This design comes from an exercise in tuning for small area on the open sky130 flow, not from production work. Where RTL was checked, it was by simulation tests only, not by an equivalence proof against the original. No activity file was given, so power comes from the tool's default toggle rates.

rev 12:
// pn532_engine
module pn532_engine (
    input  wire        clk,
    input  wire        rst,
    input  wire        req_valid,
    output wire        req_ready,
    input  wire [1:0]  req_op,
    input  wire [31:0] req_timeout,
    output wire        res_valid,
    output reg  [7:0]  res_status,
    output reg  [7:0]  res_sub,
    output reg  [2:0]  res_phase,
    output reg  [3:0]  res_len,
    output wire [79:0] res_data,
    output wire        xw_valid,
    output reg  [7:0]  xw_data,
    output reg         xw_last,
    input  wire        xw_ready,
    input  wire        xw_done,
    input  wire        xw_fail,
    output wire        xr_req,
    output reg  [7:0]  xr_len,
    input  wire        rd_valid,
    input  wire [7:0]  rd_data,
    input  wire        rd_fail,
    output wire        ck_req,
    input  wire        ck_valid,
    input  wire [31:0] ck_ms
);
Size in the first run: about 120 flip-flops, roughly 210 I/O pins, about 9900 sq um of cells after synthesis.
Settings: LEC_CHECK=0, ABC_AREA=1, CAP_MARGIN=20, CORE_MARGIN=2, CORE_UTILIZATION=40, SLEW_MARGIN=20; clock period 10.0 ns.
run.sh (not shown) runs the stock make flow with config.mk's settings and CLKGATE_MAP_FILE= SYNTH_SCRIPT=/design/flow/synth_recipe.tcl, a recipe that flattens the netlist after the stock synthesis.
Changes in rev 13 relative to rev 12:
-- flow/design.v --
<<< rev 12, line 124
    wire [5:0] uoff   = cnt - 6'd8;
    wire [31:0] bound = !rsp ? 32'd50 : (cmd == C_INLPT) ? r[31:0] : 32'd100;
    wire [31:0] t0v = r[63:32];
    wire [31:0] cs  = ck_ms ^ ~t0v ^ ~bound;
    wire [31:0] cc  = (ck_ms & ~t0v) | (ck_ms & ~bound) | (~t0v & ~bound);
    reg         c, ge;
    integer     k;
    always @(*) begin
        c = cs[1] | cc[0];
        for (k = 2; k < 32; k = k + 1)
            c = (cs[k] & cc[k-1]) | ((cs[k] | cc[k-1]) & c);
        ge = 1'b1;    
        for (k = 0; k < 32; k = k + 1)
            ge = (ck_ms[k] & ~t0v[k]) | (~(ck_ms[k] ^ t0v[k]) & ge);
    end
    wire bc = ge ? ~(cc[31] & c) : ~(cc[31] | c);
    wire        late  = ~bc;
    reg       push, load9;
>>> rev 13, line 124
    wire [5:0] uoff   = cnt - 6'd8;
    wire [31:0] bound = !rsp ? 32'd50 : (cmd == C_INLPT) ? r[31:0] : 32'd100;
    reg  [31:0] el;
    reg         bs, bc;
    integer     k;
    always @(*) begin
        bs = 1'b0;    
        bc = 1'b0;    
        for (k = 0; k < 32; k = k + 1) begin
            el[k] = ck_ms[k] ^ r[32+k] ^ bs;
            bs    = (~ck_ms[k] & r[32+k]) | (~(ck_ms[k] ^ r[32+k]) & bs);
            bc    = (~el[k] & bound[k]) | (~(el[k] ^ bound[k]) & bc);
        end
    end
    wire        late  = ~bc;
    reg       push, load9;
Notes after the runs:
Status rev 13: flow complete, layout not clean - negative setup slack. Utilization: rev 13 > rev 12. Die extent in x: lower on rev 13. Per the comparison of rev 13 with rev 12, timing-limited maximum frequency dropped 53%, global-route wire length before repair dropped 1.4 mm, count of clock-net buffers in the final layout dropped 2, post-cts resize count climbed 12, design area dropped 0.31%. As far as post-placement cell area is concerned, rev 12 and rev 13 perform about the same. Per the comparison of rev 13 with rev 12, cell count lower; layout sequential cell count about even; wire length the detailed router placed on met1 went up; die area now sits lower.
No run of this note included a check of the RTL's function; only the layout flow was run.

pn532_engine, a different RTL version from the one above (not shown whole).
Size in the first run: ~860 cells after synthesis, ~120 flip-flops, ~8000 µm² of cells after synthesis.
Settings: LEC_CHECK=0, ABC_AREA=1, CAP_MARGIN=20, CORE_MARGIN=2, CORE_UTILIZATION=70, SLEW_MARGIN=20; clock period 10.0 ns.
standard.sh (not shown) runs the stock make flow with config.mk's settings and CLKGATE_MAP_FILE= SYNTH_SCRIPT=/design/flow/synth_recipe.tcl, a recipe that flattens the netlist after the stock synthesis.
==> flow/flow/run.sh <==
#!/bin/bash
# Layout flow: the standard ORFS flow (standard.sh) with three changes:
#  - synthesis maps logic with an area-oriented ABC script (flow/abc_area.script);
#    the rest of the synthesis (registers, flattening, renaming) is ORFS's own;
#  - port buffers are sky130_fd_sc_hd__buf_1 instead of the flow's default pick;
#  - CTS uses no dummy loads and clkbuf_8 buffers.
# Every tool's output goes to a log file in this folder.
set -euo pipefail
here=$(pwd)
rm -rf "$here/scripts_area"
cp -r "$FLOW_HOME/scripts" "$here/scripts_area"
cp "$here/flow/abc_area.script" "$here/scripts_area/abc_area.script"
export SCRIPTS_DIR="$here/scripts_area"
export BUFFER_PORTS_ARGS="-buffer_cell sky130_fd_sc_hd__buf_1"
export CTS_ARGS="-sink_clustering_enable -repair_clock_nets -dont_use_dummy_load -buf_list sky130_fd_sc_hd__clkbuf_8"
bash standard.sh > "$here/standard_flow.log" 2>&1
==> flow/flow/abc_area.script <==
strash
&get -n
&deepsyn -T 30
&put
dch -f
amap
topo
stime -c
The first run finished clean.
Edit:
--- a/flow/design.v
+++ b/flow/design.v
@@ -24,17 +24,17 @@
     input  wire        rd_fail,
     output wire        ck_req,
     input  wire        ck_valid,
     input  wire [31:0] ck_ms
 );
     localparam [1:0] C_BEGIN = 2'd0, C_GFV = 2'd1, C_SAM = 2'd2, C_INLPT = 2'd3;
     localparam [3:0] S_IDLE = 4'd0, S_WR = 4'd1, S_WRW = 4'd2, S_CKQ = 4'd3,
                      S_CKW = 4'd4, S_RDQ = 4'd5, S_RDW = 4'd6, S_FIN0 = 4'd7,
-                     S_FIN = 4'd8, S_LD = 4'd9, S_ACC = 4'd10;
+                     S_FIN = 4'd8;
     localparam [1:0] K_STAT = 2'd0, K_ACK = 2'd1, K_HDR = 2'd2, K_BODY = 2'd3;
     localparam [4:0] E_NONE = 5'h00, E_NT = 5'h01, E_WF = 5'h02, E_RF = 5'h03,
                      E_TMO = 5'h04, E_PROTO = 5'h05, E_OVF = 5'h06, E_CAP = 5'h07,
                      E_ACK = 5'h11, E_START = 5'h12, E_LCS = 5'h13, E_POST = 5'h14,
                      E_SHORT = 5'h15, E_TFI = 5'h16, E_DCS = 5'h17, E_SHAPE = 5'h18,
                      E_COUNT = 5'h19, E_TRUNC = 5'h1A, E_UIDZ = 5'h1B, E_PAST = 5'h1C;
     reg [3:0]  st;
     reg [1:0]  rk;        
@@ -43,17 +43,17 @@
     reg [5:0]  cnt;       
     reg [5:0]  plen;      
     reg [7:0]  sum;
     reg        bad;       
     reg [4:0]  err;
     reg [3:0]  ulen;
     reg [79:0] r;
     wire is_gfv = !cmd[1];
-    assign req_ready = (st == S_ACC);
+    assign req_ready = (st == S_IDLE);
     assign xw_valid  = (st == S_WR);
     assign xr_req    = (st == S_RDQ);
     assign ck_req    = (st == S_CKQ);
     assign res_valid = (st == S_FIN) && (cnt == 6'd10);
     assign res_data  = r;
     always @(*) begin
         case (cnt[3:0])
             4'd2:  xw_data = 8'hFF;
@@ -131,17 +131,17 @@
         for (k = 2; k < 32; k = k + 1)
             c = (cs[k] & cc[k-1]) | ((cs[k] | cc[k-1]) & c);
     end
     wire late = (cc[31] & c) | (bvar && r[31:0] == 32'd0);
     reg push, load9;
     always @(*) begin
         push  = 1'b0;
         load9 = 1'b0;
-        if ((st == S_FIN && cnt != 6'd10) || st == S_LD) push = 1'b1;
+        if (st == S_FIN && cnt != 6'd10) push = 1'b1;
         if (st == S_RDW && rd_valid) begin
             case (rk)
                 K_STAT: load9 = 1'b1;
                 K_ACK:  push = 1'b1;
                 K_HDR:  begin
                     if (cnt[2:0] <= 3'd3) push = 1'b1;
                     else if (cnt[2:0] == 3'd4) push = !bad;
                     else push = !bad && (sum_n != 8'h00);
@@ -162,43 +162,39 @@
                             default: push = (cmd == C_INLPT) && (cnt >= 6'd8) && (uoff < {2'b00, ulen});
                         endcase
                     end
                 end
             endcase
         end
     end
     always @(posedge clk) begin
-        if (st == S_CKW && ck_valid && rk != K_STAT)
+        if (st == S_IDLE)
+            r[31:0] <= req_timeout;
+        else if (st == S_CKW && ck_valid && rk != K_STAT)
             r[63:32] <= ck_ms;
         else if (push) begin
-            r[79:72] <= (st == S_RDW) ? b : (st == S_LD && cnt[5:2] == 4'd0) ? req_timeout[8*cnt[1:0] +: 8] : 8'h00;
+            r[79:72] <= (st == S_FIN) ? 8'h00 : b;
             r[71:32] <= r[79:40];
-            if (rsp || st != S_RDW) r[31:0] <= r[39:8];
+            if (rsp || st == S_FIN) r[31:0] <= r[39:8];
         end else if (load9)
             r[79:72] <= b;
     end
     always @(posedge clk) begin
         if (rst) begin
             st <= S_IDLE;
         end else begin
             case (st)
             S_IDLE: begin
-                cnt <= 6'd0;
-                if (req_valid) st <= S_LD;
-            end
-            S_LD: begin
-                cnt <= cnt + 6'd1;
-                if (cnt == 6'd9) st <= S_ACC;
-            end
-            S_ACC: begin
-                cmd <= req_op;
-                cnt <= 6'd0;
-                rsp <= 1'b0;
-                st  <= S_WR;
+                if (req_valid) begin
+                    cmd <= req_op;
+                    cnt <= 6'd0;
+                    rsp <= 1'b0;
+                    st  <= S_WR;
+                end
             end
             S_WR: begin
                 if (xw_ready) begin
                     cnt <= cnt + 6'd1;
                     if (xw_last) st <= S_WRW;
                 end
             end
             S_WRW: begin
Synthesized area rose by 1.4%.
Hold slack gains 0.018 ns.
Setup slack gains 0.41 ns.
Die area rose by 1.4%.
Combinational power fell by about 14%.
Core utilization fell by 1.7 points.
Sequential share of layout area fell by 0.55 points.
Maximum frequency rose by 5.7%.
Design area rose by about 1.4%.
Final cell count rose by about 2.3%.
Power fell by 9.0%.
Non-clock buffer count rose by 2.
Count of clock-buffer cells in the layout stays the same.
Only the layout flow was run in the first run of this note; the RTL was not checked for function there.

-- port drivers added, routing unchanged --
The flow's constraints put no driver on any port. The routed layouts listed below were extracted and timed again, unchanged, in two steps.
Step 1 sets driving cells, clkbuf_16 on the clock port and buf_2 on the other inputs (assumed; they add their load-dependent delay and slew).
Step 2, shift: input delay + t, output delay - t, t = (earliest + latest rising clock arrival at the registers) / 2. This alone moves slack from input paths to output paths.
a / b / c = no drivers / after step 1 / after step 2; a / b = the first two.
run | shift t [ns] | slack for setup (ns) | pins driven straight from the clock port
rev 12 | 0.473 | 3.727 / 3.739 / 3.266 | 1
rev 13 | 0.472 | -3.268 / -3.271 / -3.743 | 1
the first run of note 2 | 0.490 | 2.385 / 2.398 / 1.908 | 1
the second run of note 2 | 0.480 | 2.794 / 2.806 / 2.327 | 1
For the first run of note 2, which loses most, drivers alone change the setup slack by +0.013 ns; drivers and shift together by -0.477 ns.
